Background: an optimization exercise with open tools, aiming at small area and a short achievable clock period. Do not read the settings as production practice. Where RTL was checked, it was by simulation tests only, not by an equivalence proof against the original. For run 4, only the layout was checked, not whether the RTL still works. Power figures rest on the tool's default switching activity, not on a simulated workload.

$ cat flow/design.v
module ava_core (
    input  wire        clk,
    input  wire        rst,           
    input  wire [15:0] prog_len,      
    output wire [15:0] prog_addr,     
    input  wire [7:0]  prog_data,     
    output reg  [31:0] stk_w_data,
    output reg         stk_w_valid,
    input  wire        stk_w_ready,
    input  wire [31:0] stk_r_data,
    input  wire        stk_r_valid,
    output reg         stk_r_ready,
    output reg  [7:0]  out_data,
    output reg         out_valid,
    input  wire        out_ready,
    output wire        halt,
    output wire        fault,
    output wire [2:0]  cause,
    output wire        push_lost,
    output wire        out_lost
);
    localparam [3:0] S_INIT     = 4'd0;
    localparam [3:0] S_DECODE   = 4'd1;
    localparam [3:0] S_PUSHIMM1 = 4'd2;
    localparam [3:0] S_PUSHIMM2 = 4'd3;
    localparam [3:0] S_PUSHVAR1 = 4'd4;
    localparam [3:0] S_PUSHVAR2 = 4'd5;
    localparam [3:0] S_PUSHVAR3 = 4'd6;
    localparam [3:0] S_LET1     = 4'd7;    
    localparam [3:0] S_LETW     = 4'd8;    
    localparam [3:0] S_PRINT    = 4'd9;
    localparam [3:0] S_ALU1     = 4'd10;
    localparam [3:0] S_ALU2     = 4'd11;
    localparam [3:0] S_ALU3     = 4'd12;
    localparam [3:0] S_ALU4     = 4'd13;
    localparam [3:0] S_DONE     = 4'd14;
    localparam [7:0] OPC_PUSH_IMM  = 8'h01;
    localparam [7:0] OPC_PUSH_VAR  = 8'h0a;
    localparam [7:0] OPC_LET       = 8'h20;
    localparam [7:0] OPC_PRINT     = 8'h80;
    localparam [7:0] OPC_PRINT_LF  = 8'h82;
    localparam [7:0] OPC_ADD       = 8'ha0;
    localparam [7:0] OPC_MUL       = 8'ha5;
    localparam [2:0] C_NONE      = 3'd0;
    localparam [2:0] C_END       = 3'd1;
    localparam [2:0] C_UNKNOWN   = 3'd2;
    localparam [2:0] C_TRUNC     = 3'd6;
    localparam [2:0] C_BADSLOT   = 3'd7;
    reg  [3:0]  st;
    reg  [15:0] pc;
    reg  [7:0]  fb1;       
    reg         op_mul;
    reg  [15:0] opb;
    reg  [31:0] csx, csy;  
    reg  [2:0]  cause_r;
    reg         push_lost_r;
    reg         out_lost_r;
    reg  [31:0] slot0, slot1, slot2, slot3;
    wire [7:0] fb = prog_data;
    assign prog_addr = pc;
    assign halt      = (cause_r != C_NONE);
    assign fault     = cause_r[2];
    assign cause     = cause_r;
    assign push_lost = push_lost_r;
    assign out_lost  = out_lost_r;
    wire s_init  = (st == S_INIT);
    wire s_dec   = (st == S_DECODE);
    wire s_pi1   = (st == S_PUSHIMM1);
    wire s_pi2   = (st == S_PUSHIMM2);
    wire s_pv1   = (st == S_PUSHVAR1);
    wire s_pv2   = (st == S_PUSHVAR2);
    wire s_pv3   = (st == S_PUSHVAR3);
    wire s_let1  = (st == S_LET1);
    wire s_letw  = (st == S_LETW);
    wire s_print = (st == S_PRINT);
    wire s_alu1  = (st == S_ALU1);
    wire s_alu2  = (st == S_ALU2);
    wire s_alu3  = (st == S_ALU3);
    wire s_alu4  = (st == S_ALU4);
    wire fb_big   = (fb[7:2] != 6'd0);
    wire let_ok   = s_letw || (s_let1 && !fb_big);
    wire [1:0] let_idx = s_letw ? fb1[1:0] : fb[1:0];
    wire slot_w_en = let_ok && stk_r_valid;
    wire        addm = !op_mul;
    wire        mulm = op_mul;
    wire [15:0] a    = stk_r_data[15:0];
    wire [16:0] b    = {opb, 1'b0};
    reg  [7:0]  one, two, neg;
    integer i;
    always @(*) begin
        for (i = 0; i < 8; i = i + 1) begin
            one[i] = mulm & (b[2*i+1] ^ b[2*i]);
            two[i] = mulm & ((b[2*i+2] & ~b[2*i+1] & ~b[2*i]) | (~b[2*i+2] & b[2*i+1] & b[2*i]));
            neg[i] = mulm & b[2*i+2] & ~(b[2*i+1] & b[2*i]);
        end
        one[0] = addm | one[0];
    end
    wire [16:0] as = {a[15], a};
    wire [16:0] a2 = {a, 1'b0};
    wire [16:0] addb = addm ? {3'b000, ~opb[15], opb[14:2]} : 17'd0;
    wire [16:0] pp0 = (({17{one[0]}} & as) | ({17{two[0]}} & a2)) ^ {17{neg[0]}};
    wire [16:0] pp1 = ((({17{one[1]}} & as) | ({17{two[1]}} & a2)) ^ {17{neg[1]}}) | addb;
    wire [16:0] pp2 = (({17{one[2]}} & as) | ({17{two[2]}} & a2)) ^ {17{neg[2]}};
    wire [16:0] pp3 = (({17{one[3]}} & as) | ({17{two[3]}} & a2)) ^ {17{neg[3]}};
    wire [16:0] pp4 = (({17{one[4]}} & as) | ({17{two[4]}} & a2)) ^ {17{neg[4]}};
    wire [16:0] pp5 = (({17{one[5]}} & as) | ({17{two[5]}} & a2)) ^ {17{neg[5]}};
    wire [16:0] pp6 = (({17{one[6]}} & as) | ({17{two[6]}} & a2)) ^ {17{neg[6]}};
    wire [16:0] pp7 = (({17{one[7]}} & as) | ({17{two[7]}} & a2)) ^ {17{neg[7]}};
    wire        ng0 = addm ? opb[0] : neg[0];
    wire        ng1 = neg[1], ng2 = neg[2], ng3 = neg[3], ng4 = neg[4],
                ng5 = neg[5], ng6 = neg[6], ng7 = neg[7];
    wire        ab1 = addm & opb[1];
    wire [31:0] cs_x, cs_y;
    wire h10_0, g10_0, h11_1, g11_1, s12_0, k12_0, h12_2, g12_2, s13_1, k13_1, h13_3, g13_3, s14_2, k14_2, s14_3, k14_3, h14_4, g14_4, s15_4, k15_4, s15_5, k15_5, s15_6, k15_6, s16_7, k16_7, s16_8, k16_8, s16_9, k16_9, s17_10, k17_10, s17_11, k17_11, h17_5, g17_5, s18_12, k18_12, s18_13, k18_13, s19_14, k19_14, h19_6, g19_6, s20_15, k20_15, h21_7, g21_7, h6_8, g6_8, h7_9, g7_9, s8_16, k8_16, h8_10, g8_10, s9_17, k9_17, h9_11, g9_11, s10_18, k10_18, s10_19, k10_19, s11_20, k11_20, s11_21, k11_21, s12_22, k12_22, s12_23, k12_23, s13_24, k13_24, s13_25, k13_25, s14_26, k14_26, s14_27, k14_27, s15_28, k15_28, s15_29, k15_29, s16_30, k16_30, s16_31, k16_31, s17_32, k17_32, s17_33, k17_33, s18_34, k18_34, s18_35, k18_35, s19_36, k19_36, s19_37, k19_37, s20_38, k20_38, s20_39, k20_39, s21_40, k21_40, s21_41, k21_41, s22_42, k22_42, s22_43, k22_43, s23_44, k23_44, h23_12, g23_12, s24_45, k24_45, h25_13, g25_13, h4_14, g4_14, h5_15, g5_15, s6_46, k6_46, s7_47, k7_47, s8_48, k8_48, s9_49, k9_49, s10_50, k10_50, s11_51, k11_51, s12_52, k12_52, s13_53, k13_53, s14_54, k14_54, s15_55, k15_55, s16_56, k16_56, s17_57, k17_57, s18_58, k18_58, s19_59, k19_59, s20_60, k20_60, s21_61, k21_61, s22_62, k22_62, s23_63, k23_63, s24_64, k24_64, s25_65, k25_65, s26_66, k26_66, h27_16, g27_16, h2_17, g2_17, h3_18, g3_18, s4_67, k4_67, s5_68, k5_68, s6_69, k6_69, s7_70, k7_70, s8_71, k8_71, s9_72, k9_72, s10_73, k10_73, s11_74, k11_74, s12_75, k12_75, s13_76, k13_76, s14_77, k14_77, s15_78, k15_78, s16_79, k16_79, s17_80, k17_80, s18_81, k18_81, s19_82, k19_82, s20_83, k20_83, s21_84, k21_84, s22_85, k22_85, s23_86, k23_86, s24_87, k24_87, s25_88, k25_88, s26_89, k26_89, s27_90, k27_90, s28_91, k28_91, h29_19, g29_19;
    assign h10_0 = pp0[10] ^ pp1[8];
    assign g10_0 = pp0[10] & pp1[8];
    assign h11_1 = pp0[11] ^ pp1[9];
    assign g11_1 = pp0[11] & pp1[9];
    assign s12_0 = pp0[12] ^ pp1[10] ^ pp2[8];
    assign k12_0 = (pp0[12] & pp1[10]) | (pp0[12] & pp2[8]) | (pp1[10] & pp2[8]);
    assign h12_2 = pp3[6] ^ pp4[4];
    assign g12_2 = pp3[6] & pp4[4];
    assign s13_1 = pp0[13] ^ pp1[11] ^ pp2[9];
    assign k13_1 = (pp0[13] & pp1[11]) | (pp0[13] & pp2[9]) | (pp1[11] & pp2[9]);
    assign h13_3 = pp3[7] ^ pp4[5];
    assign g13_3 = pp3[7] & pp4[5];
    assign s14_2 = pp0[14] ^ pp1[12] ^ pp2[10];
    assign k14_2 = (pp0[14] & pp1[12]) | (pp0[14] & pp2[10]) | (pp1[12] & pp2[10]);
    assign s14_3 = pp3[8] ^ pp4[6] ^ pp5[4];
    assign k14_3 = (pp3[8] & pp4[6]) | (pp3[8] & pp5[4]) | (pp4[6] & pp5[4]);
    assign h14_4 = pp6[2] ^ pp7[0];
    assign g14_4 = pp6[2] & pp7[0];
    assign s15_4 = pp0[15] ^ pp1[13] ^ pp2[11];
    assign k15_4 = (pp0[15] & pp1[13]) | (pp0[15] & pp2[11]) | (pp1[13] & pp2[11]);
    assign s15_5 = pp3[9] ^ pp4[7] ^ pp5[5];
    assign k15_5 = (pp3[9] & pp4[7]) | (pp3[9] & pp5[5]) | (pp4[7] & pp5[5]);
    assign s15_6 = pp6[3] ^ pp7[1] ^ addm;
    assign k15_6 = (pp6[3] & pp7[1]) | (pp6[3] & addm) | (pp7[1] & addm);
    assign s16_7 = ~pp0[16] ^ pp1[14] ^ pp2[12];
    assign k16_7 = (~pp0[16] & pp1[14]) | (~pp0[16] & pp2[12]) | (pp1[14] & pp2[12]);
    assign s16_8 = pp3[10] ^ pp4[8] ^ pp5[6];
    assign k16_8 = (pp3[10] & pp4[8]) | (pp3[10] & pp5[6]) | (pp4[8] & pp5[6]);
    assign s16_9 = pp6[4] ^ pp7[2] ^ mulm;
    assign k16_9 = (pp6[4] & pp7[2]) | (pp6[4] & mulm) | (pp7[2] & mulm);
    assign s17_10 = pp1[15] ^ pp2[13] ^ pp3[11];
    assign k17_10 = (pp1[15] & pp2[13]) | (pp1[15] & pp3[11]) | (pp2[13] & pp3[11]);
    assign s17_11 = pp4[9] ^ pp5[7] ^ pp6[5];
    assign k17_11 = (pp4[9] & pp5[7]) | (pp4[9] & pp6[5]) | (pp5[7] & pp6[5]);
    assign h17_5 = pp7[3] ^ 1'b1;
    assign g17_5 = pp7[3] & 1'b1;
    assign s18_12 = ~pp1[16] ^ pp2[14] ^ pp3[12];
    assign k18_12 = (~pp1[16] & pp2[14]) | (~pp1[16] & pp3[12]) | (pp2[14] & pp3[12]);
    assign s18_13 = pp4[10] ^ pp5[8] ^ pp6[6];
    assign k18_13 = (pp4[10] & pp5[8]) | (pp4[10] & pp6[6]) | (pp5[8] & pp6[6]);
    assign s19_14 = pp2[15] ^ pp3[13] ^ pp4[11];
    assign k19_14 = (pp2[15] & pp3[13]) | (pp2[15] & pp4[11]) | (pp3[13] & pp4[11]);
    assign h19_6 = pp5[9] ^ pp6[7];
    assign g19_6 = pp5[9] & pp6[7];
    assign s20_15 = ~pp2[16] ^ pp3[14] ^ pp4[12];
    assign k20_15 = (~pp2[16] & pp3[14]) | (~pp2[16] & pp4[12]) | (pp3[14] & pp4[12]);
    assign h21_7 = pp3[15] ^ pp4[13];
    assign g21_7 = pp3[15] & pp4[13];
    assign h6_8 = pp0[6] ^ pp1[4];
    assign g6_8 = pp0[6] & pp1[4];
    assign h7_9 = pp0[7] ^ pp1[5];
    assign g7_9 = pp0[7] & pp1[5];
    assign s8_16 = pp0[8] ^ pp1[6] ^ pp2[4];
    assign k8_16 = (pp0[8] & pp1[6]) | (pp0[8] & pp2[4]) | (pp1[6] & pp2[4]);
    assign h8_10 = pp3[2] ^ pp4[0];
    assign g8_10 = pp3[2] & pp4[0];
    assign s9_17 = pp0[9] ^ pp1[7] ^ pp2[5];
    assign k9_17 = (pp0[9] & pp1[7]) | (pp0[9] & pp2[5]) | (pp1[7] & pp2[5]);
    assign h9_11 = pp3[3] ^ pp4[1];
    assign g9_11 = pp3[3] & pp4[1];
    assign s10_18 = h10_0 ^ pp2[6] ^ pp3[4];
    assign k10_18 = (h10_0 & pp2[6]) | (h10_0 & pp3[4]) | (pp2[6] & pp3[4]);
    assign s10_19 = pp4[2] ^ pp5[0] ^ ng5;
    assign k10_19 = (pp4[2] & pp5[0]) | (pp4[2] & ng5) | (pp5[0] & ng5);
    assign s11_20 = h11_1 ^ pp2[7] ^ pp3[5];
    assign k11_20 = (h11_1 & pp2[7]) | (h11_1 & pp3[5]) | (pp2[7] & pp3[5]);
    assign s11_21 = pp4[3] ^ pp5[1] ^ g10_0;
    assign k11_21 = (pp4[3] & pp5[1]) | (pp4[3] & g10_0) | (pp5[1] & g10_0);
    assign s12_22 = s12_0 ^ h12_2 ^ pp5[2];
    assign k12_22 = (s12_0 & h12_2) | (s12_0 & pp5[2]) | (h12_2 & pp5[2]);
    assign s12_23 = pp6[0] ^ ng6 ^ g11_1;
    assign k12_23 = (pp6[0] & ng6) | (pp6[0] & g11_1) | (ng6 & g11_1);
    assign s13_24 = s13_1 ^ h13_3 ^ pp5[3];
    assign k13_24 = (s13_1 & h13_3) | (s13_1 & pp5[3]) | (h13_3 & pp5[3]);
    assign s13_25 = pp6[1] ^ k12_0 ^ g12_2;
    assign k13_25 = (pp6[1] & k12_0) | (pp6[1] & g12_2) | (k12_0 & g12_2);
    assign s14_26 = s14_2 ^ s14_3 ^ h14_4;
    assign k14_26 = (s14_2 & s14_3) | (s14_2 & h14_4) | (s14_3 & h14_4);
    assign s14_27 = ng7 ^ k13_1 ^ g13_3;
    assign k14_27 = (ng7 & k13_1) | (ng7 & g13_3) | (k13_1 & g13_3);
    assign s15_28 = s15_4 ^ s15_5 ^ s15_6;
    assign k15_28 = (s15_4 & s15_5) | (s15_4 & s15_6) | (s15_5 & s15_6);
    assign s15_29 = k14_2 ^ k14_3 ^ g14_4;
    assign k15_29 = (k14_2 & k14_3) | (k14_2 & g14_4) | (k14_3 & g14_4);
    assign s16_30 = s16_7 ^ s16_8 ^ s16_9;
    assign k16_30 = (s16_7 & s16_8) | (s16_7 & s16_9) | (s16_8 & s16_9);
    assign s16_31 = k15_4 ^ k15_5 ^ k15_6;
    assign k16_31 = (k15_4 & k15_5) | (k15_4 & k15_6) | (k15_5 & k15_6);
    assign s17_32 = s17_10 ^ s17_11 ^ h17_5;
    assign k17_32 = (s17_10 & s17_11) | (s17_10 & h17_5) | (s17_11 & h17_5);
    assign s17_33 = k16_7 ^ k16_8 ^ k16_9;
    assign k17_33 = (k16_7 & k16_8) | (k16_7 & k16_9) | (k16_8 & k16_9);
    assign s18_34 = s18_12 ^ s18_13 ^ pp7[4];
    assign k18_34 = (s18_12 & s18_13) | (s18_12 & pp7[4]) | (s18_13 & pp7[4]);
    assign s18_35 = k17_10 ^ k17_11 ^ g17_5;
    assign k18_35 = (k17_10 & k17_11) | (k17_10 & g17_5) | (k17_11 & g17_5);
    assign s19_36 = s19_14 ^ h19_6 ^ pp7[5];
    assign k19_36 = (s19_14 & h19_6) | (s19_14 & pp7[5]) | (h19_6 & pp7[5]);
    assign s19_37 = k18_12 ^ k18_13 ^ 1'b1;
    assign k19_37 = (k18_12 & k18_13) | (k18_12 & 1'b1) | (k18_13 & 1'b1);
    assign s20_38 = s20_15 ^ pp5[10] ^ pp6[8];
    assign k20_38 = (s20_15 & pp5[10]) | (s20_15 & pp6[8]) | (pp5[10] & pp6[8]);
    assign s20_39 = pp7[6] ^ k19_14 ^ g19_6;
    assign k20_39 = (pp7[6] & k19_14) | (pp7[6] & g19_6) | (k19_14 & g19_6);
    assign s21_40 = h21_7 ^ pp5[11] ^ pp6[9];
    assign k21_40 = (h21_7 & pp5[11]) | (h21_7 & pp6[9]) | (pp5[11] & pp6[9]);
    assign s21_41 = pp7[7] ^ k20_15 ^ 1'b1;
    assign k21_41 = (pp7[7] & k20_15) | (pp7[7] & 1'b1) | (k20_15 & 1'b1);
    assign s22_42 = ~pp3[16] ^ pp4[14] ^ pp5[12];
    assign k22_42 = (~pp3[16] & pp4[14]) | (~pp3[16] & pp5[12]) | (pp4[14] & pp5[12]);
    assign s22_43 = pp6[10] ^ pp7[8] ^ g21_7;
    assign k22_43 = (pp6[10] & pp7[8]) | (pp6[10] & g21_7) | (pp7[8] & g21_7);
    assign s23_44 = pp4[15] ^ pp5[13] ^ pp6[11];
    assign k23_44 = (pp4[15] & pp5[13]) | (pp4[15] & pp6[11]) | (pp5[13] & pp6[11]);
    assign h23_12 = pp7[9] ^ 1'b1;
    assign g23_12 = pp7[9] & 1'b1;
    assign s24_45 = ~pp4[16] ^ pp5[14] ^ pp6[12];
    assign k24_45 = (~pp4[16] & pp5[14]) | (~pp4[16] & pp6[12]) | (pp5[14] & pp6[12]);
    assign h25_13 = pp5[15] ^ pp6[13];
    assign g25_13 = pp5[15] & pp6[13];
    assign h4_14 = pp0[4] ^ pp1[2];
    assign g4_14 = pp0[4] & pp1[2];
    assign h5_15 = pp0[5] ^ pp1[3];
    assign g5_15 = pp0[5] & pp1[3];
    assign s6_46 = h6_8 ^ pp2[2] ^ pp3[0];
    assign k6_46 = (h6_8 & pp2[2]) | (h6_8 & pp3[0]) | (pp2[2] & pp3[0]);
    assign s7_47 = h7_9 ^ pp2[3] ^ pp3[1];
    assign k7_47 = (h7_9 & pp2[3]) | (h7_9 & pp3[1]) | (pp2[3] & pp3[1]);
    assign s8_48 = s8_16 ^ h8_10 ^ ng4;
    assign k8_48 = (s8_16 & h8_10) | (s8_16 & ng4) | (h8_10 & ng4);
    assign s9_49 = s9_17 ^ h9_11 ^ k8_16;
    assign k9_49 = (s9_17 & h9_11) | (s9_17 & k8_16) | (h9_11 & k8_16);
    assign s10_50 = s10_18 ^ s10_19 ^ k9_17;
    assign k10_50 = (s10_18 & s10_19) | (s10_18 & k9_17) | (s10_19 & k9_17);
    assign s11_51 = s11_20 ^ s11_21 ^ k10_18;
    assign k11_51 = (s11_20 & s11_21) | (s11_20 & k10_18) | (s11_21 & k10_18);
    assign s12_52 = s12_22 ^ s12_23 ^ k11_20;
    assign k12_52 = (s12_22 & s12_23) | (s12_22 & k11_20) | (s12_23 & k11_20);
    assign s13_53 = s13_24 ^ s13_25 ^ k12_22;
    assign k13_53 = (s13_24 & s13_25) | (s13_24 & k12_22) | (s13_25 & k12_22);
    assign s14_54 = s14_26 ^ s14_27 ^ k13_24;
    assign k14_54 = (s14_26 & s14_27) | (s14_26 & k13_24) | (s14_27 & k13_24);
    assign s15_55 = s15_28 ^ s15_29 ^ k14_26;
    assign k15_55 = (s15_28 & s15_29) | (s15_28 & k14_26) | (s15_29 & k14_26);
    assign s16_56 = s16_30 ^ s16_31 ^ k15_28;
    assign k16_56 = (s16_30 & s16_31) | (s16_30 & k15_28) | (s16_31 & k15_28);
    assign s17_57 = s17_32 ^ s17_33 ^ k16_30;
    assign k17_57 = (s17_32 & s17_33) | (s17_32 & k16_30) | (s17_33 & k16_30);
    assign s18_58 = s18_34 ^ s18_35 ^ k17_32;
    assign k18_58 = (s18_34 & s18_35) | (s18_34 & k17_32) | (s18_35 & k17_32);
    assign s19_59 = s19_36 ^ s19_37 ^ k18_34;
    assign k19_59 = (s19_36 & s19_37) | (s19_36 & k18_34) | (s19_37 & k18_34);
    assign s20_60 = s20_38 ^ s20_39 ^ k19_36;
    assign k20_60 = (s20_38 & s20_39) | (s20_38 & k19_36) | (s20_39 & k19_36);
    assign s21_61 = s21_40 ^ s21_41 ^ k20_38;
    assign k21_61 = (s21_40 & s21_41) | (s21_40 & k20_38) | (s21_41 & k20_38);
    assign s22_62 = s22_42 ^ s22_43 ^ k21_40;
    assign k22_62 = (s22_42 & s22_43) | (s22_42 & k21_40) | (s22_43 & k21_40);
    assign s23_63 = s23_44 ^ h23_12 ^ k22_42;
    assign k23_63 = (s23_44 & h23_12) | (s23_44 & k22_42) | (h23_12 & k22_42);
    assign s24_64 = s24_45 ^ pp7[10] ^ k23_44;
    assign k24_64 = (s24_45 & pp7[10]) | (s24_45 & k23_44) | (pp7[10] & k23_44);
    assign s25_65 = h25_13 ^ pp7[11] ^ k24_45;
    assign k25_65 = (h25_13 & pp7[11]) | (h25_13 & k24_45) | (pp7[11] & k24_45);
    assign s26_66 = ~pp5[16] ^ pp6[14] ^ pp7[12];
    assign k26_66 = (~pp5[16] & pp6[14]) | (~pp5[16] & pp7[12]) | (pp6[14] & pp7[12]);
    assign h27_16 = pp6[15] ^ pp7[13];
    assign g27_16 = pp6[15] & pp7[13];
    assign h2_17 = pp0[2] ^ pp1[0];
    assign g2_17 = pp0[2] & pp1[0];
    assign h3_18 = pp0[3] ^ pp1[1];
    assign g3_18 = pp0[3] & pp1[1];
    assign s4_67 = h4_14 ^ pp2[0] ^ ng2;
    assign k4_67 = (h4_14 & pp2[0]) | (h4_14 & ng2) | (pp2[0] & ng2);
    assign s5_68 = h5_15 ^ pp2[1] ^ g4_14;
    assign k5_68 = (h5_15 & pp2[1]) | (h5_15 & g4_14) | (pp2[1] & g4_14);
    assign s6_69 = s6_46 ^ ng3 ^ g5_15;
    assign k6_69 = (s6_46 & ng3) | (s6_46 & g5_15) | (ng3 & g5_15);
    assign s7_70 = s7_47 ^ g6_8 ^ k6_46;
    assign k7_70 = (s7_47 & g6_8) | (s7_47 & k6_46) | (g6_8 & k6_46);
    assign s8_71 = s8_48 ^ g7_9 ^ k7_47;
    assign k8_71 = (s8_48 & g7_9) | (s8_48 & k7_47) | (g7_9 & k7_47);
    assign s9_72 = s9_49 ^ g8_10 ^ k8_48;
    assign k9_72 = (s9_49 & g8_10) | (s9_49 & k8_48) | (g8_10 & k8_48);
    assign s10_73 = s10_50 ^ g9_11 ^ k9_49;
    assign k10_73 = (s10_50 & g9_11) | (s10_50 & k9_49) | (g9_11 & k9_49);
    assign s11_74 = s11_51 ^ k10_19 ^ k10_50;
    assign k11_74 = (s11_51 & k10_19) | (s11_51 & k10_50) | (k10_19 & k10_50);
    assign s12_75 = s12_52 ^ k11_21 ^ k11_51;
    assign k12_75 = (s12_52 & k11_21) | (s12_52 & k11_51) | (k11_21 & k11_51);
    assign s13_76 = s13_53 ^ k12_23 ^ k12_52;
    assign k13_76 = (s13_53 & k12_23) | (s13_53 & k12_52) | (k12_23 & k12_52);
    assign s14_77 = s14_54 ^ k13_25 ^ k13_53;
    assign k14_77 = (s14_54 & k13_25) | (s14_54 & k13_53) | (k13_25 & k13_53);
    assign s15_78 = s15_55 ^ k14_27 ^ k14_54;
    assign k15_78 = (s15_55 & k14_27) | (s15_55 & k14_54) | (k14_27 & k14_54);
    assign s16_79 = s16_56 ^ k15_29 ^ k15_55;
    assign k16_79 = (s16_56 & k15_29) | (s16_56 & k15_55) | (k15_29 & k15_55);
    assign s17_80 = s17_57 ^ k16_31 ^ k16_56;
    assign k17_80 = (s17_57 & k16_31) | (s17_57 & k16_56) | (k16_31 & k16_56);
    assign s18_81 = s18_58 ^ k17_33 ^ k17_57;
    assign k18_81 = (s18_58 & k17_33) | (s18_58 & k17_57) | (k17_33 & k17_57);
    assign s19_82 = s19_59 ^ k18_35 ^ k18_58;
    assign k19_82 = (s19_59 & k18_35) | (s19_59 & k18_58) | (k18_35 & k18_58);
    assign s20_83 = s20_60 ^ k19_37 ^ k19_59;
    assign k20_83 = (s20_60 & k19_37) | (s20_60 & k19_59) | (k19_37 & k19_59);
    assign s21_84 = s21_61 ^ k20_39 ^ k20_60;
    assign k21_84 = (s21_61 & k20_39) | (s21_61 & k20_60) | (k20_39 & k20_60);
    assign s22_85 = s22_62 ^ k21_41 ^ k21_61;
    assign k22_85 = (s22_62 & k21_41) | (s22_62 & k21_61) | (k21_41 & k21_61);
    assign s23_86 = s23_63 ^ k22_43 ^ k22_62;
    assign k23_86 = (s23_63 & k22_43) | (s23_63 & k22_62) | (k22_43 & k22_62);
    assign s24_87 = s24_64 ^ g23_12 ^ k23_63;
    assign k24_87 = (s24_64 & g23_12) | (s24_64 & k23_63) | (g23_12 & k23_63);
    assign s25_88 = s25_65 ^ k24_64 ^ 1'b1;
    assign k25_88 = (s25_65 & k24_64) | (s25_65 & 1'b1) | (k24_64 & 1'b1);
    assign s26_89 = s26_66 ^ g25_13 ^ k25_65;
    assign k26_89 = (s26_66 & g25_13) | (s26_66 & k25_65) | (g25_13 & k25_65);
    assign s27_90 = h27_16 ^ k26_66 ^ 1'b1;
    assign k27_90 = (h27_16 & k26_66) | (h27_16 & 1'b1) | (k26_66 & 1'b1);
    assign s28_91 = ~pp6[16] ^ pp7[14] ^ g27_16;
    assign k28_91 = (~pp6[16] & pp7[14]) | (~pp6[16] & g27_16) | (pp7[14] & g27_16);
    assign h29_19 = pp7[15] ^ 1'b1;
    assign g29_19 = pp7[15] & 1'b1;
    assign cs_x[0] = pp0[0];
    assign cs_y[0] = ng0;
    assign cs_x[1] = pp0[1];
    assign cs_y[1] = ab1;
    assign cs_x[2] = h2_17;
    assign cs_y[2] = ng1;
    assign cs_x[3] = h3_18;
    assign cs_y[3] = g2_17;
    assign cs_x[4] = s4_67;
    assign cs_y[4] = g3_18;
    assign cs_x[5] = s5_68;
    assign cs_y[5] = k4_67;
    assign cs_x[6] = s6_69;
    assign cs_y[6] = k5_68;
    assign cs_x[7] = s7_70;
    assign cs_y[7] = k6_69;
    assign cs_x[8] = s8_71;
    assign cs_y[8] = k7_70;
    assign cs_x[9] = s9_72;
    assign cs_y[9] = k8_71;
    assign cs_x[10] = s10_73;
    assign cs_y[10] = k9_72;
    assign cs_x[11] = s11_74;
    assign cs_y[11] = k10_73;
    assign cs_x[12] = s12_75;
    assign cs_y[12] = k11_74;
    assign cs_x[13] = s13_76;
    assign cs_y[13] = k12_75;
    assign cs_x[14] = s14_77;
    assign cs_y[14] = k13_76;
    assign cs_x[15] = s15_78;
    assign cs_y[15] = k14_77;
    assign cs_x[16] = s16_79;
    assign cs_y[16] = k15_78;
    assign cs_x[17] = s17_80;
    assign cs_y[17] = k16_79;
    assign cs_x[18] = s18_81;
    assign cs_y[18] = k17_80;
    assign cs_x[19] = s19_82;
    assign cs_y[19] = k18_81;
    assign cs_x[20] = s20_83;
    assign cs_y[20] = k19_82;
    assign cs_x[21] = s21_84;
    assign cs_y[21] = k20_83;
    assign cs_x[22] = s22_85;
    assign cs_y[22] = k21_84;
    assign cs_x[23] = s23_86;
    assign cs_y[23] = k22_85;
    assign cs_x[24] = s24_87;
    assign cs_y[24] = k23_86;
    assign cs_x[25] = s25_88;
    assign cs_y[25] = k24_87;
    assign cs_x[26] = s26_89;
    assign cs_y[26] = k25_88;
    assign cs_x[27] = s27_90;
    assign cs_y[27] = k26_89;
    assign cs_x[28] = s28_91;
    assign cs_y[28] = k27_90;
    assign cs_x[29] = h29_19;
    assign cs_y[29] = k28_91;
    assign cs_x[30] = ~pp7[16];
    assign cs_y[30] = g29_19;
    assign cs_x[31] = 1'b1;
    assign cs_y[31] = 1'b0;
    reg  [31:0] ks_p, ks_g, alu_result;
    integer ki;
    always @(*) begin
        ks_p = csx;
        ks_g = csy;
        for (ki = 1; ki < 32; ki = ki * 2) begin
            ks_g = ks_g | (ks_p & (ks_g << ki));
            ks_p = ks_p & ((ks_p << ki) | ((32'd1 << ki) - 32'd1));
        end
        alu_result = csx ^ {ks_g[30:0], 1'b0};
    end
    reg [31:0] slot_rd;
    always @(*) begin
        case (fb1[1:0])
            2'd0: slot_rd = slot0;
            2'd1: slot_rd = slot1;
            2'd2: slot_rd = slot2;
            default: slot_rd = slot3;
        endcase
    end
    always @(*) begin
        stk_w_valid = s_pi2 || s_pv3 || s_alu4;
        stk_r_ready = stk_r_valid && (let_ok || s_print || s_alu1 || s_alu3);
        out_valid   = (s_dec && fb == OPC_PRINT_LF) || (s_print && stk_r_valid);
        out_data    = s_print ? {stk_r_data[7:4] + 4'd3, stk_r_data[3:0]} : 8'h0a;
        if (s_pi2)
            stk_w_data = {16'd0, fb, fb1};
        else if (s_pv3)
            stk_w_data = slot_rd;
        else
            stk_w_data = alu_result;
    end
    wire at_end = ({pc[15:1], pc[0] | s_init} == prog_len);
    always @(posedge clk) begin
        csx <= cs_x ^ cs_y;
        csy <= cs_x & cs_y;
        fb1[7:2] <= fb[7:2];
        if (!(s_letw || s_pv2))
            fb1[1:0] <= fb[1:0];
        if (s_alu1)
            opb <= stk_r_data[15:0];
        if (s_dec)
            op_mul <= fb[0];
    end
    always @(posedge clk) begin
        if (rst) begin
            st          <= S_INIT;
            pc          <= 16'd0;
            cause_r     <= C_NONE;
            push_lost_r <= 1'b0;
            out_lost_r  <= 1'b0;
        end else begin
            if (stk_w_valid && !stk_w_ready)
                push_lost_r <= 1'b1;
            if (out_valid && !out_ready)
                out_lost_r <= 1'b1;
            case (st)
                S_INIT: begin
                    pc <= pc + 16'd1;
                    if (at_end) begin
                        st      <= S_DONE;
                        cause_r <= C_END;
                    end else begin
                        st <= S_DECODE;
                    end
                end
                S_DECODE: begin
                    case (fb)
                        OPC_PUSH_IMM, OPC_PUSH_VAR, OPC_LET: begin
                            if (at_end) begin
                                st      <= S_DONE;
                                cause_r <= C_TRUNC;
                            end else begin
                                pc <= pc + 16'd1;
                                if (fb == OPC_PUSH_IMM)
                                    st <= S_PUSHIMM1;
                                else if (fb == OPC_PUSH_VAR)
                                    st <= S_PUSHVAR1;
                                else
                                    st <= S_LET1;
                            end
                        end
                        OPC_PRINT:    st <= S_PRINT;
                        OPC_PRINT_LF: begin
                            if (at_end) begin
                                st      <= S_DONE;
                                cause_r <= C_END;
                            end else begin
                                pc <= pc + 16'd1;
                                st <= S_DECODE;
                            end
                        end
                        OPC_ADD, OPC_MUL: st <= S_ALU1;
                        default: begin
                            st      <= S_DONE;
                            cause_r <= C_UNKNOWN;
                        end
                    endcase
                end
                S_PUSHIMM1: begin
                    if (at_end) begin
                        st      <= S_DONE;
                        cause_r <= C_TRUNC;
                    end else begin
                        pc <= pc + 16'd1;
                        st <= S_PUSHIMM2;
                    end
                end
                S_PUSHVAR1: begin
                    if (fb_big) begin
                        st      <= S_DONE;
                        cause_r <= C_BADSLOT;
                    end else begin
                        st <= S_PUSHVAR2;
                    end
                end
                S_PUSHVAR2: st <= S_PUSHVAR3;
                S_LET1: begin
                    if (fb_big) begin
                        st      <= S_DONE;
                        cause_r <= C_BADSLOT;
                    end else if (!stk_r_valid) begin
                        st <= S_LETW;
                    end else if (at_end) begin
                        st      <= S_DONE;
                        cause_r <= C_END;
                    end else begin
                        pc <= pc + 16'd1;
                        st <= S_DECODE;
                    end
                end
                S_LETW, S_PRINT: begin
                    if (stk_r_valid) begin
                        if (at_end) begin
                            st      <= S_DONE;
                            cause_r <= C_END;
                        end else begin
                            pc <= pc + 16'd1;
                            st <= S_DECODE;
                        end
                    end
                end
                S_ALU1: if (stk_r_valid) st <= S_ALU2;
                S_ALU2: st <= S_ALU3;
                S_ALU3: if (stk_r_valid) st <= S_ALU4;
                S_PUSHIMM2, S_PUSHVAR3, S_ALU4: begin
                    if (at_end) begin
                        st      <= S_DONE;
                        cause_r <= C_END;
                    end else begin
                        pc <= pc + 16'd1;
                        st <= S_DECODE;
                    end
                end
                default: ;
            endcase
        end
    end
    always @(posedge clk) begin
        if (!rst && slot_w_en) begin
            case (let_idx)
                2'd0: slot0 <= stk_r_data;
                2'd1: slot1 <= stk_r_data;
                2'd2: slot2 <= stk_r_data;
                default: slot3 <= stk_r_data;
            endcase
        end
    end
endmodule
$ cat flow/run.sh
#!/bin/bash
# synth_recipe.tcl (not shown) runs the flow's synth.tcl, then flattens the netlist and writes it again
# the make line also repeats each setting of config.mk as NAME=value (left out here)
make -C /OpenROAD-flow-scripts/flow DESIGN_CONFIG=/design/flow/config.mk WORK_HOME=/design/flow/orfs CLKGATE_MAP_FILE= SYNTH_SCRIPT=/design/flow/synth_recipe.tcl finish
$ cat flow/config.mk
export PLATFORM = sky130hd
export DESIGN_NAME = ava_core
export DESIGN_NICKNAME = ava_core
export VERILOG_FILES = /design/flow/design.v
export SDC_FILE = /design/flow/constraint.sdc
export NUM_CORES = 4
export LEC_CHECK = 0
export ABC_CLOCK_PERIOD_IN_PS = 2000
export CAP_MARGIN = 20
export CORE_MARGIN = 2
export CORE_UTILIZATION = 55
export SETUP_SLACK_MARGIN = 5
export SLEW_MARGIN = 20
$ cat flow/constraint.sdc
create_clock -name core_clock -period 10.0 [get_ports {clk}]
set_input_delay 2.0000 -clock core_clock [delete_from_list [all_inputs] [get_ports {clk}]]
set_output_delay 2.0000 -clock core_clock [all_outputs]
set_load 0.01 [all_outputs]
==> flow_summary.toml, run 1 <==
[timing]
max_slew_margin = 0.286
slew_viol_final = 0
whs_ps = 471
clock.fmax_ghz = 0.190
hold_violations = 0
rsz0062_at_grt = "yes"
fin_crit_sh = 0.525
min_period_ps = 5250
clock_skew_ps = 20.6
tns_ps = 0
worstMarginPinSlew_ps = 1070
finalSetupViolCount = 0

[route]
met1_length_mm = 20.4
first_pass_iters = 6
met3WireLength_mm = 4.91
wl_per_cell_um = 24.6
num_vias = 13300
drc = 0
routed.top_layer = "met4"
dr_wl_met2_mm = 24.3
viasPerCell = 6.33
postRouteWirelength_mm = 51.7
ant_nets = 0
drt_iter0_drc = 1215

[cells_and_area]
fillers = 2220
drive_gt1_frac = 0.176
layout_common_cells = "147 x edfxtp_1, 118 x inv_1, 114 x nand2_1, 92 x a21oi_1, 90 x a22oi_1"
fin_util = 0.691
synthToLayoutAreaGrowth_pct = 23.0
final_common_cell = "edfxtp_1"
antenna_cells = 0
nets = 1904

[setup_path]
cp_max_fo = 3
reg2regPathDepth = 11
critPathSlowestCell = "dfxtp_4"
critPathKind = "register to output pin"
worstReg2RegStart = "op_mul$_DFFE_PP_"
crit_path_start_kind = "register"
crit_buf_inv = 3
reg2reg_slack_ps = 5180
endpoint_kind = "output pin"
crit_cells = 11
worstPathRequired_ps = 8000
endpoint = "stk_w_data[16]"
cp_cell_sequence = "ha_4 > o211ai_1 > a211oi_2 > nor4b_2 > buf_4 > o221ai_2 > o31a_1 > buf_4 > xnor2_1 > a211oi_2 > buf_2"
startpoint = "csx[1]$_DFF_P_"
crit_arrival_ps = 3250
critPathTopFamily = "compound AO/OA/AOI/OAI gates"
r2r_end = "csx[16]$_DFF_P_"
slowest_delay_ps = 360

[yosys]
avgSynthCellArea_um2 = 10.3
syn_inst = 1566
yosys.area_share.simple = 0.0948
ys_seq_area_frac = 0.387
ys.flop_type = "edfxtp_1"
synth_top_family_by_area = "compound AO/OA/AOI/OAI gates"
syn_nets = 1774
synth-edff-count = 147
synth_mux_area_frac = 0.0582
ys_seq_elements = 240
synth_xor_area_frac = 0.0870
synth_compound_area_frac = 0.162
ys_async_sr_fraction = 0
synth-warning-count = 1
syn_area_um2 = 16200
yosysUniqueCellTypes = 66
synthAdderAreaFrac = 0.153

[job]
cap_violations = 0

[global_route]
grt_overflow = 0
grtUsageTotal = 0.328
grt_start_max_net_pins = 36
grt_pass1_wl_mm = 76.9
grt_pass1_vias = 13100
grt_antenna_before_repair = 0

[cts]
clk_latency_ps = 550
cts_root_buffer = "clkbuf_16"
cts_made_buffers = 27
h-tree-depth = 1
cts_tree = "built"
cts.sinks = 240
clk_pin_slew_worst_paths_ps = 60
clk_path_buf_depth = 3

[pwr]
peakVddDrop_v = 0.000202
leakagePower_nw = 7.75
power_density_nw_per_um2 = 318

[floorplanning]
die-area_um2 = 30900
core.rowCount = 62
core-area_um2 = 28900
fp.dieW_um = 176
pin_count = 127
die_h_um = 176
initial_core_util = 0.562

[placement]
finalWeightedCongestion = 0.906
portBuffers = 126
dpl.hpwl_mm = 31.7

[worst_hold_path]
hold_path_class = "register to register"

[outcome]
run_status = "complete, no violations"
[metal layers]
metal	global-route usage	vias to the layer above
met5	0	-
met4	0.123	0
met3	0.0686	149
met2	0.532	714
met1	0.436	6575
li1	-	5857
[power by group]
group | switching [mW] | internal, mW
sequential | 0.196 | 1.28
clock | 0.406 | 0.558
combinational | 2.19 | 1.72
[logic make-up (layout without fill, tap and decap cells)]
group,Yosys count,count (layout)
buf+inv,244,393
flops,240,240
mux,54,54
xor+xnor,161,161
simple gates,324,324
compound gates,396,396
fa+ha+maj,147,147
[per-stage QoR]
step | area, um2 | setup slack (ps) | power, mW | instances
after floorplan | 16400 | 4950 | 3.88 | 1566
after global placement | 17900 | 3790 | 5.08 | 2003
after detailed placement | 17900 | 3760 | 5.20 | 2003
after CTS | 19600 | 4810 | 6.25 | 2080
after global routing | 19900 | 4640 | 6.89 | 2099
final | 19900 | 4750 | 6.35 | 2099
[tightest hold or removal path: cells and delay by family (launching register included)]
kind	cells	cell delay, ps
DFF	1	330
and+or+nand+nor	1	70
AOI/OAI and AO/OA	1	40
[timing repair]
action	CTS	global route
setup buffers	20	14
pin swaps	36	28
gates cloned	9	5
hold endpoints to repair	0	0
gates resized for setup	265	56
hold buffers	0	0
setup endpoints to repair	68	39
[cell usage after synthesis, types with 7 or more instances]
cell type	number	area [um2]
a21oi_1	109	546
a22oi_1	97	728
and3_1	7	43.8
buf_1	15	56.3
a22o_1	18	158
inv_1	122	458
ha_1	62	776
edfxtp_1	147	4410
nand3b_1	15	113
a31oi_1	7	43.8
a221o_1	12	120
fa_1	85	1700
a211oi_1	11	82.6
or3b_2	7	61.3
xor2_1	72	631
mux2i_1	20	200
xnor2_1	89	780
nor2_1	87	327
nand3_1	21	105
mux4_2	32	721
a21o_1	15	113
nand4_1	11	68.8
o31ai_1	9	67.6
and2_1	12	75.1
o21ai_0	65	325
nand2_1	117	439
dfxtp_1	93	1860
nor3_1	16	80.1
o22ai_1	8	50.1
clkbuf_1	95	357
[final cells by class]
| cell class | instances | area [um2] | area share |
|---|---|---|---|
| clock buffer | 35 | 716 | 0.0359 |
| tap | 384 | 480 | 0.0241 |
| inverter | 127 | 494 | 0.0248 |
| sequential | 240 | 6310 | 0.316 |
| multi-input combinational | 1082 | 9440 | 0.473 |
| clock inverter | 13 | 135 | 0.00678 |
| timing repair buffer | 218 | 2370 | 0.119 |
[sequential cells by signal (all words and copies together) (netlist names)]
| register | count |
|---|---|
| fb1 | 8 |
| st | 4 |
| slot2 | 32 |
| push_lost_r | 1 |
| csx | 31 |
| slot3 | 32 |
| cause_r | 3 |
| out_lost_r | 1 |
| pc | 16 |
| op_mul | 1 |
| slot0 | 32 |
| slot1 | 32 |
| opb | 16 |
| csy | 31 |
[worst min path at each step]
stage,start,cells after the start,endpoint
2_1_floorplan,out_lost_r$_SDFFE_PP0P_,2,out_lost_r$_SDFFE_PP0P_
5_1_grt,push_lost_r$_SDFFE_PP0P_,2,push_lost_r$_SDFFE_PP0P_
3_3_place_gp,push_lost_r$_SDFFE_PP0P_,2,push_lost_r$_SDFFE_PP0P_
6_report,push_lost_r$_SDFFE_PP0P_,2,push_lost_r$_SDFFE_PP0P_
4_1_cts,push_lost_r$_SDFFE_PP0P_,2,push_lost_r$_SDFFE_PP0P_
3_5_place_dp,push_lost_r$_SDFFE_PP0P_,2,push_lost_r$_SDFFE_PP0P_
==> run 2: changes to the inputs <==
--- a/flow/config.mk
+++ b/flow/config.mk
@@ -5,9 +5,8 @@
 export SDC_FILE = /design/flow/constraint.sdc
 export NUM_CORES = 4
 export LEC_CHECK = 0
-export ABC_CLOCK_PERIOD_IN_PS = 2000
 export CAP_MARGIN = 20
 export CORE_MARGIN = 2
 export CORE_UTILIZATION = 55
-export SETUP_SLACK_MARGIN = 5
+export SETUP_SLACK_MARGIN = 4.7
 export SLEW_MARGIN = 20
==> run 2 against run 1 <==
  * Combinational power barely moved
  * Core utilization fell by 2.0 points
  * Count of clock-buffer cells in the layout unchanged
  * Critical path type is now input port to output pin
  * Largest cell class unchanged
  * Clock skew up 25 ps
  * Highest routed layer unchanged
  * Sequential share of layout area increased by 0.89 points
  * Still clean on timing, DRC and antenna
  * Non-clock buffer count decreased by 33
  * Hold slack better by 6.0 ps
==> flow_summary.toml, run 2 <==
[outcome]
run_status = "complete, no violations"

[cts]
clk_latency_ps = 580
clk_pin_slew_worst_paths_ps = 60
cts_root_buffer = "clkbuf_16"
cts.sinks = 240
cts_made_buffers = 28
cts_hold_buf = 0
cts_tree = "built"
h-tree-depth = 1
clk_path_buf_depth = 3

[yosys]
yosys-top-cells-count = "147 x edfxtp_1, 122 x inv_1, 117 x nand2_1"
ys_seq_area_frac = 0.387
avgSynthCellArea_um2 = 10.3
yosysMostFrequentCell = "edfxtp_1"
synth-edff-count = 147
ys_async_sr_fraction = 0
synth_top_area_share = 0.272
yosysTopAreaCell = "edfxtp_1"
ys_seq_elements = 240
synth_area_leaders = "edfxtp_1 27%, dfxtp_1 11%, fa_1 11%"
syn_area_um2 = 16200
syn_nets = 1774
ys.flop_type = "edfxtp_1"
synth-warning-count = 1
syn_inst = 1566
yosysUniqueCellTypes = 66

[timing]
rsz0062_at_grt = "yes"
worstMarginPinSlew_ps = 852
fin_crit_sh = 0.524
clock_skew_ps = 45.6
max_slew_margin = 0.432
min_period_ps = 5240
tns_ps = 0
clock.fmax_ghz = 0.191
slew_viol_final = 0
hold_violations = 0
finalSetupViolCount = 0
setup_ws_ps = 4760

[cells_and_area]
drive_gt1_frac = 0.145
synthToLayoutAreaGrowth_pct = 19.4
antenna_cells = 0
layout_common_cells = "147 x edfxtp_1, 121 x inv_1, 112 x nand2_1, 100 x a21oi_1, 97 x a22oi_1"
nets = 1872
fin_util = 0.671
final_common_cell = "edfxtp_1"

[placement]
portBuffers = 126
place_worst_setup_slack_ps = 3670
finalWeightedCongestion = 0.917
dpl.hpwl_mm = 31.6

[floorplanning]
fp.dieW_um = 176
initial_core_util = 0.562
die-area_um2 = 30900
core.rowCount = 62
core-area_um2 = 28900
die_h_um = 176
pin_count = 127

[setup_path]
critPathKind = "input port to output pin"
startpoint = "stk_r_data[4]"
slowest_delay_ps = 290
critPathMostFrequentCell = "dlygate4sd2_1"
endpoint_kind = "output pin"
worstReg2RegStart = "op_mul$_DFFE_PP_"
critPathSlowestCell = "dlygate4sd2_1"
cp_cell_sequence = "dlygate4sd2_1 > buf_12 > inv_1 > ha_1 > xor2_1 > nor2_1 > dlygate4sd2_1"
cp_max_fo = 13
crit_arrival_ps = 3240
worstPathRequired_ps = 8000
crit_path_start_kind = "input port"

[route]
num_vias = 12700
wl_per_cell_um = 22.5
viasPerCell = 6.13
drt_iter0_drc = 1205
postRouteWirelength_mm = 46.5
ant_nets = 0
drc = 0
first_pass_iters = 6

[pwr]
power_density_nw_per_um2 = 326
peakVddDrop_v = 0.000177
leakagePower_nw = 7.44

[worst_hold_path]
worstHoldStart = "push_lost_r$_SDFFE_PP0P_"
hold_path_class = "register to register"

[global_route]
grtUsageTotal = 0.301
grt_start_max_net_pins = 36
grt_antenna_before_repair = 0
grt_pass1_vias = 12600
grt_overflow = 0
grt_pass1_wl_mm = 71.9

[job]
cap_violations = 0
==> run 2: worst max-delay path, delay by kind of cell <==
kind,cells,cell delay [ps]
xor gates and xnor gates,1,140
adders and majority gates,1,190
buffers and inverters,4,800
and+or+nand+nor,1,90
==> run 2: kinds of logic after synthesis <==
family / Yosys count / share of synthesized area
AO/OA/AOI/OAI: 396 / 0.162
XOR/XNOR: 161 / 0.0870
adder cells (fa/ha/maj): 147 / 0.153
buffers and inverters: 244 / 0.0574
flip-flops: 240 / 0.387
multiplexers: 54 / 0.0582
AND/OR/NAND/NOR: 324 / 0.0948
==> run 2: final timing paths <==
path / slack, ps / to / depth (start not counted)
worst min-delay path: 480 / push_lost_r$_SDFFE_PP0P_ / 2
worst max register to register: 5170 / csx[16]$_DFF_P_ / 11
worst min register to register: 480 / push_lost_r$_SDFFE_PP0P_ / 2
worst max-delay path: 4760 / out_data[6] / 7
==> run 2: cell type report <==
cell class	instances	area, um2
Clock buffer	35	758
Clock inverter	16	115
Fill cell	2324	9510
Inverter	127	480
Multi-Input combinational cell	1082	9420
Sequential cell	240	6290
Tap cell	384	480
Timing Repair Buffer	185	1810
==> run 2: timing repair <==
action,CTS,global route
resized for setup,169,53
pin swaps,25,26
setup endpoints to repair,66,43
gates cloned,2,1
buffers inserted,8,8
==> run 2: metal layers <==
layer	GRT usage	vias up	routed length, um
li1	-	5784	-
met1	0.421	6218	19800
met2	0.484	609	21400
met3	0.0487	81	3940
met4	0.0926	0	1400
met5	0	-	0
==> run 2: metrics by stage <==
stage                     power (mW)  std cells  hold WS, ps  cell area, um2
after CTS                       6.28       2059          484           19200
final                           6.30       2069          477           19300
after floorplan                 3.87       1566          502           16200
after detailed placement        5.18       1998          467           17800
after global routing            6.90       2069          527           19300
after global placement          5.08       1997          452           17800
==> run 2: power by group <==
part / total [mW] / switching, mW / internal, mW
Clock: 0.954 / 0.412 / 0.541
Sequential: 1.47 / 0.189 / 1.28
Combinational: 3.88 / 2.16 / 1.72
Total: 6.30 / 2.76 / 3.54
==> run 3: changes to the inputs <==
--- a/flow/config.mk
+++ b/flow/config.mk
@@ -5,8 +5,12 @@
 export SDC_FILE = /design/flow/constraint.sdc
 export NUM_CORES = 4
 export LEC_CHECK = 0
+export ABC_CLOCK_PERIOD_IN_PS = 4500
 export CAP_MARGIN = 20
 export CORE_MARGIN = 2
 export CORE_UTILIZATION = 55
-export SETUP_SLACK_MARGIN = 4.7
+export CTS_BUF_LIST = sky130_fd_sc_hd__clkbuf_8
+export CTS_CLUSTER_DIAMETER = 50
+export CTS_CLUSTER_SIZE = 16
+export SETUP_SLACK_MARGIN = 5
 export SLEW_MARGIN = 20
==> run 3 against run 2 <==
  * Die area stayed put
  * Sequential power hardly changed
  * Final area is 1.9% higher
  * Still clean on timing, DRC and antenna
  * Area after synthesis stayed put
  * Highest routed layer unchanged
  * Clock skew is 22 ps lower
  * Largest cell class unchanged
  * Largest power group unchanged
==> flow_summary.toml, run 3 <==
[outcome]
run_status = "complete, no violations"

[cells_and_area]
layout_common_cells = "147 x edfxtp_1, 121 x inv_1, 114 x nand2_1, 90 x a21oi_1, 89 x a22oi_1"
nets = 1912
final_common_cell = "edfxtp_1"
regArea_um2 = 6300
antenna_cells = 0
instances_no_fill = 2108
synthToLayoutAreaGrowth_pct = 21.6
drive_gt1_frac = 0.191
fillers = 2274
multi_input_area_um2 = 9480

[job]
cap_violations = 0

[placement]
finalWeightedCongestion = 0.906
portBuffers = 126
dpl.hpwl_mm = 31.7
dpl.cell_count = 2003

[timing]
slew_viol_final = 0
min_period_ps = 5340
hold_violations = 0
finalSetupViolCount = 0
clock.fmax_ghz = 0.187
clock_skew_ps = 23.3
tns_ps = 0
fin_crit_sh = 0.534
rsz0062_at_grt = "yes"
worstMarginPinSlew_ps = 1080
max_slew_margin = 0.282

[setup_path]
endpoint_kind = "output pin"
worstReg2RegStart = "opb[1]$_DFFE_PP_"
critPathTopFamily = "compound AO/OA/AOI/OAI gates"
reg2regPathDepth = 11
r2r_end = "csx[18]$_DFF_P_"
cp_cell_sequence = "ha_4 > o211ai_1 > a211oi_2 > nor4b_2 > buf_4 > o221ai_4 > o31a_1 > buf_4 > xnor2_1 > a211oi_2 > buf_2"
cp_max_fo = 3
crit_path_start_kind = "register"
worstPathRequired_ps = 8000
slowest_delay_ps = 370
critPathKind = "register to output pin"
reg2reg_slack_ps = 5180
endpoint = "stk_w_data[16]"
crit_buf_inv = 3
crit_arrival_ps = 3340
crit_cells = 11
startpoint = "csy[0]$_DFF_P_"
critPathSlowestCell = "a211oi_2"

[yosys]
synth-edff-count = 147
synth_top_area_share = 0.272
yosysTopAreaCell = "edfxtp_1"
ys_seq_area_frac = 0.387
ys_seq_elements = 240
synth_area_leaders = "edfxtp_1 27%, dfxtp_1 11%, fa_1 11%"
yosysUniqueCellTypes = 66
syn_area_um2 = 16200
ys_async_sr_fraction = 0
avgSynthCellArea_um2 = 10.3
syn_nets = 1774
synth-warning-count = 1
syn_inst = 1566
yosys-top-cells-count = "147 x edfxtp_1, 122 x inv_1, 117 x nand2_1"
yosysMostFrequentCell = "edfxtp_1"
ys.flop_type = "edfxtp_1"

[pwr]
leakagePower_nw = 7.66
power_density_nw_per_um2 = 308
peakVddDrop_v = 0.000191
clockPowerShare = 0.119
switching_share = 0.456
internal-power_mw = 3.31
p_sw_mw = 2.77
pwr-share-seq = 0.242
power_frac_comb = 0.639

[route]
drt_iter0_drc = 1182
drc = 0
postRouteWirelength_mm = 51.1
viasPerCell = 6.27
num_vias = 13200
ant_nets = 0
first_pass_iters = 6
wl_per_cell_um = 24.2

[floorplanning]
die_h_um = 176
pin_count = 127
initial_core_util = 0.562
fp.dieW_um = 176
core.rowCount = 62
die-area_um2 = 30900
core-area_um2 = 28900

[worst_hold_path]
whs_path_depth = 2
hold_path_class = "register to register"

[global_route]
gr-usage-met2 = 0.528
grt_pass1_vias = 13000
grtUsageTotal = 0.323
grt_antenna_before_repair = 0
grtUsageMet1 = 0.435
grt-busiest-layer = "met2"
grt_overflow = 0
use_met3 = 0.0582
grt_pass1_wl_mm = 76.0
grt_start_max_net_pins = 36

[cts]
clk_pin_slew_worst_paths_ps = 90
cts_tree = "built"
cts.sinks = 240
cts_made_buffers = 28
h-tree-depth = 1
clk_latency_ps = 590
cts_root_buffer = "clkbuf_8"
clk_path_buf_depth = 3
run 3: worst register-to-register path: cells and delay by family, from the launching register on:
family	cells	cell delay [ps]
buffers and inverters	2	110
and+or+nand+nor	1	720
adders and majority gates	6	2910
xor gates and xnor gates	1	230
DFF	1	520
AOI/OAI and AO/OA	1	220
run 3: per-layer routing:
layer	up-vias	part of all wire	routed length (um)
li1	5863	-	-
met3	151	0.090	4620
met4	0	0.035	1800
met2	694	0.47	24200
met5	-	0	0
met1	6514	0.40	20500
run 3: power by group through the flow:
stage	Combinational (mW)	Clock, mW	Sequential, mW
after floorplan	2.48	0	1.40
after global placement	3.61	0	1.47
after detailed placement	3.73	0	1.47
after CTS	3.82	0.731	1.46
after global routing	4.37	0.767	1.48
final	3.89	0.722	1.47
run 3: layout make-up:
cell class / count / area share
Clock buffer: 30 / 0.0209
Inverter: 127 / 0.0253
Tap cell: 384 / 0.0244
Timing Repair Buffer: 225 / 0.120
Clock inverter: 20 / 0.00901
Multi-Input combinational cell: 1082 / 0.481
Sequential cell: 240 / 0.319
run 3: kinds of logic after synthesis:
family | count (synthesis) | share of synthesized area
compound gates | 396 | 0.162
simple gates | 324 | 0.0948
buf+inv | 244 | 0.0574
flops | 240 | 0.387
xor+xnor | 161 | 0.0870
fa+ha+maj | 147 | 0.153
mux | 54 | 0.0582
run 3: worst min-delay path by stage:
| stage | startpoint | to | slack (ps) |
|---|---|---|---|
| floorplan | out_lost_r$_SDFFE_PP0P_ | out_lost_r$_SDFFE_PP0P_ | 500 |
| global placement | push_lost_r$_SDFFE_PP0P_ | push_lost_r$_SDFFE_PP0P_ | 450 |
| detailed placement | push_lost_r$_SDFFE_PP0P_ | push_lost_r$_SDFFE_PP0P_ | 460 |
| CTS | push_lost_r$_SDFFE_PP0P_ | push_lost_r$_SDFFE_PP0P_ | 480 |
| global route | push_lost_r$_SDFFE_PP0P_ | push_lost_r$_SDFFE_PP0P_ | 520 |
| finish | push_lost_r$_SDFFE_PP0P_ | push_lost_r$_SDFFE_PP0P_ | 480 |
run 3: what timing repair did:
action                     CTS  global route
gates cloned                 8             5
setup endpoints to repair   68            46
resized for setup          263            84
hold buffers                 0             0
buffers inserted            20            22
pin swaps                   39            43
run 3: stage by stage:
step                      area [um2]  setup slack [ps]  power [mW]   util  hold WS, ps
after floorplan                16400              4950        3.88      -          502
after global routing           19700              4560        6.62  0.683          518
final                          19700              4660        6.08  0.683          476
after CTS                      19300              4780        6.01  0.667          482
after detailed placement       17900              3760        5.20  0.622          464
after global placement         17900              3790        5.08  0.622          450
==> run 4: changes to the inputs <==
--- a/flow/design.v
+++ b/flow/design.v
@@ -400,17 +400,7 @@
     assign cs_y[30] = g29_19;
     assign cs_x[31] = 1'b1;
     assign cs_y[31] = 1'b0;
-    reg  [31:0] ks_p, ks_g, alu_result;
-    integer ki;
-    always @(*) begin
-        ks_p = csx;
-        ks_g = csy;
-        for (ki = 1; ki < 32; ki = ki * 2) begin
-            ks_g = ks_g | (ks_p & (ks_g << ki));
-            ks_p = ks_p & ((ks_p << ki) | ((32'd1 << ki) - 32'd1));
-        end
-        alu_result = csx ^ {ks_g[30:0], 1'b0};
-    end
+    wire [31:0] alu_result = csx + csy;
     reg [31:0] slot_rd;
     always @(*) begin
         case (fb1[1:0])
@@ -434,8 +424,8 @@
     end
     wire at_end = ({pc[15:1], pc[0] | s_init} == prog_len);
     always @(posedge clk) begin
-        csx <= cs_x ^ cs_y;
-        csy <= cs_x & cs_y;
+        csx <= cs_x;
+        csy <= cs_y;
         fb1[7:2] <= fb[7:2];
         if (!(s_letw || s_pv2))
             fb1[1:0] <= fb[1:0];
==> flow/config.mk (replaced) <==
export PLATFORM = sky130hd
export DESIGN_NAME = ava_core
export DESIGN_NICKNAME = ava_core
export VERILOG_FILES = /design/flow/design.v
export SDC_FILE = /design/flow/constraint.sdc
export NUM_CORES = 4
export LEC_CHECK = 0
export CAP_MARGIN = 20
export CORE_MARGIN = 2
export CORE_UTILIZATION = 55
export SLEW_MARGIN = 20
==> run 4 against run 3 <==
  * Still clean on timing, DRC and antenna
  * Area after synthesis barely moved
  * Fmax decreased by 19%
  * Routed wire length shrank 9.9%
  * Sequential power is 9.5% lower
  * Clock power increased by about 40%
  * Global-route usage fell by 2.2 points
  * Via count down 5.2%
  * Clock skew fell by 8.3 ps
  * Critical endpoint is now out_valid
==> flow_summary.toml, run 4 <==
[yosys]
yosys.area_share.simple = 0.0952
yosysUniqueCellTypes = 81
synth_compound_area_frac = 0.165
ys_seq_elements = 240
synth_top_family_by_area = "compound AO/OA/AOI/OAI gates"
syn_nets = 1752
synth-warning-count = 1
synth_area_leaders = "edfxtp_1 27%, dfxtp_1 11%, fa_1 11%"
synth_xor_area_frac = 0.0860
yosys-top-cells-count = "147 x edfxtp_1, 113 x inv_1, 108 x a22oi_1"
synth_top_area_share = 0.273
synth-edff-count = 147
syn_inst = 1544
synth_mux_area_frac = 0.0532
ys_seq_area_frac = 0.388
yosysMostFrequentCell = "edfxtp_1"
yosysTopAreaCell = "edfxtp_1"
avgSynthCellArea_um2 = 10.5
ys.flop_type = "edfxtp_1"
synthAdderAreaFrac = 0.153
ys_async_sr_fraction = 0
syn_area_um2 = 16200

[timing]
max_slew_margin = 0.210
rsz0062_at_grt = "no"
fin_crit_sh = 0.655
clock_skew_ps = 15.0
slew_viol_final = 0
min_period_ps = 6550
hold_violations = 0
worstMarginPinSlew_ps = 1180
clock.fmax_ghz = 0.153
whs_ps = 478
finalSetupViolCount = 0
tns_ps = 0

[cells_and_area]
nets = 1825
final_common_cell = "edfxtp_1"
stdcell_area_um2 = 18700
synthToLayoutAreaGrowth_pct = 15.4
multi_input_area_um2 = 8980
layout_common_cells = "147 x edfxtp_1, 125 x clkdlybuf4s50_1, 113 x inv_1, 108 x a22oi_1, 99 x a21oi_1"
drive_gt1_frac = 0.0897
instances_no_fill = 2024
fillers = 2386
regArea_um2 = 6280

[cts]
clk_latency_ps = 550
cts_hold_buf = 0
h-tree-depth = 1
postCtsSetupRepairBufs = 0
clk_pin_slew_worst_paths_ps = 60
cts.sinks = 240
cts_root_buffer = "clkbuf_16"
clk_path_buf_depth = 3
cts_resized = 0
cts_tree = "built"
cts_made_buffers = 27

[outcome]
run_status = "complete, no violations"

[route]
num_vias = 12500
ant_nets = 0
wl_per_cell_um = 22.7
drc = 0
first_pass_iters = 5
drt_iter0_drc = 1418
viasPerCell = 6.20
postRouteWirelength_mm = 46.0

[global_route]
grt_pass1_vias = 12400
grt_overflow = 0
grt_start_max_net_pins = 36
grtUsageTotal = 0.301
grt_antenna_before_repair = 2
grt_pass1_wl_mm = 71.5

[placement]
portBuffers = 126
finalWeightedCongestion = 0.903
dpl.cell_count = 1970
dpl.hpwl_mm = 31.8
placedInstanceArea_um2 = 17700

[floorplanning]
core-area_um2 = 28900
fp.dieW_um = 176
die-area_um2 = 30800
core.rowCount = 62
die_h_um = 176
initial_core_util = 0.561
pin_count = 127

[setup_path]
critPathMostFrequentCell = "clkdlybuf4s50_1"
critPathKind = "input port to output pin"
r2r_end = "csx[12]$_DFF_P_"
reg2regPathDepth = 10
critPathSlowestCell = "clkdlybuf4s50_1"
crit_arrival_ps = 4550
endpoint_kind = "output pin"
slowest_delay_ps = 650
worstReg2RegStart = "opb[1]$_DFFE_PP_"
crit_path_start_kind = "input port"
reg2reg_slack_ps = 5240
cp_max_fo = 12
worstPathRequired_ps = 8000
cp_cell_sequence = "clkdlybuf4s50_1 > nor3_1 > nand3_1 > o41ai_1 > clkdlybuf4s50_1"

[worst_hold_path]
worstHoldStart = "push_lost_r$_SDFFE_PP0P_"
hold_path_class = "register to register"
holdPathEnd = "push_lost_r$_SDFFE_PP0P_"
whs_path_depth = 2

[pwr]
peakVddDrop_v = 0.000218
leakagePower_nw = 7.08
power_density_nw_per_um2 = 335

[job]
cap_violations = 0
## run 4: kinds of logic (layout without fill, tap and decap cells)
logic type	after synthesis	count (layout)
AOI/OAI and AO/OA	404	404
and+or+nand+nor	311	311
DFF	240	240
buffers and inverters	237	331
xor gates and xnor gates	159	159
adders and majority gates	147	147
muxes	46	46
other	0	2
## run 4: metal layers
metal  routed length, um  share of wire  track usage  vias up
li1                    -              -            -     5680
met1               19000           0.41        0.421     6122
met2               21700           0.47        0.485      648
met3                4020          0.087       0.0483       89
met4                1360          0.029       0.0964        0
met5                   0              0            0        -
## run 4: power by group
part	internal (mW)	switching, mW
registers	1.26	0.0774
logic	1.72	2.18
clock network	0.602	0.412
## run 4: cell type report
cell class / count / area share
well taps: 384 / 0.0257
clock inverters: 16 / 0.00971
multi-input cells: 1067 / 0.481
inverters: 116 / 0.0233
clock buffers: 34 / 0.0393
flip-flops and latches: 240 / 0.336
repair buffers: 165 / 0.0851
diodes: 2 / 0.000268
## run 4: how the worst max path moves through the flow
stage          depth (start not counted)           to    startpoint  slack (ps)
2_1_floorplan                          5  stk_r_ready  prog_data[7]        4690
3_3_place_gp                           5    out_valid  prog_data[5]        3470
3_5_place_dp                           5    out_valid  prog_data[5]        3440
4_1_cts                                5    out_valid  prog_data[5]        3430
5_1_grt                                5    out_valid  prog_data[5]        3110
6_report                               5    out_valid  prog_data[5]        3450
## run 4: critical path, delay by kind of cell
kind / cells / cell delay, ps
compound gates: 1 / 530
buf+inv: 2 / 1270
simple gates: 2 / 760
## run 4: through the flow
| stage | power (mW) | setup slack (ps) | utilization |
|---|---|---|---|
| floorplan | 3.83 | 4690 | - |
| global placement | 5.16 | 3470 | 0.613 |
| detailed placement | 5.26 | 3440 | 0.614 |
| CTS | 6.31 | 3430 | 0.646 |
| global route | 6.80 | 3110 | 0.647 |
| finish | 6.25 | 3450 | 0.647 |

[static timing again, ports no longer ideal]
The flow's constraints put no driver on any port. The routed layouts listed below were extracted and timed again, unchanged, in two steps.
Step 1 sets driving cells, clkbuf_16 on the clock port and buf_2 on the other inputs (assumed; they add their load-dependent delay and slew).
Step 2 also shifts input and output timing later by t, the mid clock arrival at the registers, as if the neighbouring blocks saw the same clock.
Slacks: ideal / step 1 / step 2; pairs: ideal / step 1.
run | t, ns | setup WS [ns] | hold WS [ns] | worst data-port slew with drivers (ns)
run 1 | 0.599 | 4.745 / 4.690 / 4.556 | 0.471 / 0.471 / 0.471 | 0.08
run 2 | 0.609 | 4.756 / 4.717 / 4.392 | 0.477 / 0.477 / 0.477 | 0.05
run 3 | 0.631 | 4.663 / 4.613 / 4.468 | 0.476 / 0.476 / 0.476 | 0.09
run 4 | 0.601 | 3.447 / 3.427 / 3.427 | 0.478 / 0.478 / 0.478 | 0.09
After both steps setup and hold are still met in every run listed. For run 2, which loses most, drivers alone change the setup slack by -0.039 ns; drivers and shift together by -0.364 ns.
